Background: an optimization exercise with open tools, aiming at small area, a short achievable clock period and few clock cycles. Do not read the settings as production practice. In this exercise RTL edits were held to simulation tests only and were not proved equivalent to the original. Power is estimated from default activity; no workload was simulated.

// pwm_codec
module pwm_codec (
    input  wire        clk,
    input  wire        rst,           
    input  wire        cmd_valid,
    output wire        cmd_ready,
    input  wire [31:0] cmd,
    input  wire [63:0] op_a,
    input  wire [63:0] op_b,
    input  wire [63:0] op_c,
    output reg         rsp_valid,
    output reg  [3:0]  rsp_status,
    output reg  [63:0] rsp_r0,
    output wire [63:0] rsp_r1
);
    localparam WR = 82;               
    localparam WY = 79;               
    localparam [3:0] ST_OK             = 4'd0;
    localparam [3:0] ST_ILLEGAL_OP     = 4'd1;
    localparam [3:0] ST_ARG_RANGE      = 4'd2;
    localparam [3:0] ST_FREQ_NONPOS    = 4'd3;
    localparam [3:0] ST_CLOCK_NONPOS   = 4'd4;
    localparam [3:0] ST_PRESCALE_RANGE = 4'd5;
    localparam [3:0] ST_OVERFLOW       = 4'd6;
    localparam [WY-1:0] P21   = 79'd476837158203125;
    localparam [WY-1:0] K3    = P21 << 10;    
    localparam [WR-1:0] HALF4 = {3'd0, P21 << 8};    
    localparam [WY-1:0] DIV4  = P21 << 21;    
    localparam [63:0]   P9    = 64'd1953125;
    localparam [2:0] S_IDLE  = 3'd0;
    localparam [2:0] S_MUL   = 3'd2;
    localparam [2:0] S_NORM  = 3'd3;
    localparam [2:0] S_DIV   = 3'd4;
    localparam [2:0] S_MID   = 3'd5;
    localparam [2:0] S_FIN   = 3'd6;
    reg [2:0]    state, ns;
    reg          rdy;
    reg [2:0]    op;                  
    reg          ill;                 
    reg          chk;                 
    reg          ahi;                 
    reg          ph2;                 
    reg [3:0]    err;                 
    reg [WR-1:0] r;                   
    reg [WY-1:0] y;                   
    reg          xb;                  
    reg          yovf;                
    reg          qovf;                
    reg [6:0]    cnt;                 
    reg [12:0]   r1;                  
    wire [63:0] x = rsp_r0;           
    assign cmd_ready = rdy;
    assign rsp_r1    = {51'd0, r1};
    function [2:0] booth;
        input x1, x0, xb;
        begin
            booth = {x1 & ~(x0 & xb),
                     (x1 & ~x0 & ~xb) | (~x1 & x0 & xb),
                     (x1 == x0) && (x0 == xb)};
        end
    endfunction
    reg           neg, two, b_zero;
  ...
==> flow/config.mk <==
export PLATFORM = sky130hd
export DESIGN_NAME = pwm_codec
export DESIGN_NICKNAME = pwm_codec
export VERILOG_FILES = /design/flow/design.v
export SDC_FILE = /design/flow/constraint.sdc
export NUM_CORES = 4
export LEC_CHECK = 0
export CAP_MARGIN = 30
export CORE_MARGIN = 2
export CORE_UTILIZATION = 40
export SETUP_SLACK_MARGIN = 5
export SLEW_MARGIN = 30
export TNS_END_PERCENT = 5
==> flow/constraint.sdc <==
create_clock -name core_clock -period 10.0 [get_ports {clk}]
set_input_delay 2.0000 -clock core_clock [delete_from_list [all_inputs] [get_ports {clk}]]
set_output_delay 2.0000 -clock core_clock [all_outputs]
set_load 0.01 [all_outputs]
run.sh (not shown) runs the stock make flow with config.mk's settings and CLKGATE_MAP_FILE= SYNTH_SCRIPT=/design/flow/synth_recipe.tcl, a recipe that flattens the netlist after the stock synthesis.
The baseline completed without violations.
Testbench counts at the start, summed over its fixed seeds: cycles 78,842.
==> next run, changes <==
==> flow/flow/run.sh (new file) <==
#!/bin/bash
# The standard layout (standard.sh, all steps to finish), except that the
# buffers buffer_ports puts on every input and output port are buf_1 cells.
set -e
export BUFFER_PORTS_ARGS="-buffer_cell sky130_fd_sc_hd__buf_1"
bash standard.sh > standard.log 2>&1
==> flow/standard.sh (new file) <==
#!/bin/bash
# synth_recipe.tcl (not shown) runs the flow's synth.tcl, then flattens the netlist and writes it again
# the make line also repeats each setting of config.mk as NAME=value (left out here)
make -C /OpenROAD-flow-scripts/flow DESIGN_CONFIG=/design/flow/config.mk WORK_HOME=/design/flow/orfs CLKGATE_MAP_FILE= SYNTH_SCRIPT=/design/flow/synth_recipe.tcl "${@:-finish}"
--- a/flow/config.mk
+++ b/flow/config.mk
@@ -13 +12,0 @@
-export TNS_END_PERCENT = 5
removed: flow/run.sh
After rerunning:
- final area decreases by 6.0%
- critical path depth decreases by 2
- sequential cell count does not change
- sequential share of layout area increases by 1.6 points
- global-route usage decreases by 0.77 points
- clock power is about the same
- routed wire length decreases by 1.5%
- first-iteration DRC count decreases by 7.3%
- power decreases by 1.7%
- fmax decreases by 2.5%
- non-clock buffer count increases by 6
==> next run, changes <==
--- a/flow/config.mk
+++ b/flow/config.mk
@@ -12,0 +13 @@
+export TNS_END_PERCENT = 5
After rerunning: Worst setup slack gains 0.090 ns. Power climbs by 0.90%. Global-route usage grows by 0.28 points. Synthesized cell count does not change. Core utilization is higher by 0.35 points. Register-to-register slack is better by 0.11 ns. Area after synthesis does not change. Maximum frequency grows by 1.8%. Count of clock-buffer cells in the layout increases by 2.
==> next run, changes <==
--- a/flow/config.mk
+++ b/flow/config.mk
@@ -10,0 +11 @@
+export CTS_BUF_LIST = sky130_fd_sc_hd__clkbuf_4 sky130_fd_sc_hd__clkbuf_8
@@ -13 +13,0 @@
-export TNS_END_PERCENT = 5
- via count went up by 0.47%
- wire length stays flat
- worst setup slack loses 0.022 ns

[separate check: timing with driven ports]
The results above use ideal ports. As a check the final layouts listed here were re-extracted and re-timed, cells and wires unchanged.
Step 1 sets driving cells, clkbuf_16 on the clock port and buf_2 on the other inputs (assumed; they add their load-dependent delay and slew).
Step 2 also shifts input and output timing later by t, the mid clock arrival at the registers, as if the neighbouring blocks saw the same clock.
Slacks: ideal / step 1 / step 2; pairs: ideal / step 1.
run | shift t [ns] | setup WS [ns] | hold WS [ns] | latest minus earliest clock arrival (ns) | pins driven straight from the clock port
the first run | 0.648 | 5.133 / 5.133 / 4.612 | 0.589 / 0.589 / 0.589 | 0.055 / 0.054 | 1
the second run | 0.641 | 5.008 / 5.008 / 4.590 | 0.602 / 0.602 / 0.602 | 0.017 / 0.017 | 1
the third run | 0.650 | 5.099 / 5.076 / 4.426 | 0.595 / 0.595 / 0.595 | 0.036 / 0.036 | 1
the fourth run | 0.742 | 5.077 / 5.085 / 4.355 | 0.604 / 0.604 / 0.604 | 0.039 / 0.039 | 1
After both steps every run listed still meets setup and hold. The setup slack of the fourth run, which loses most, moves by +0.008 ns with the drivers and by -0.722 ns with both steps.
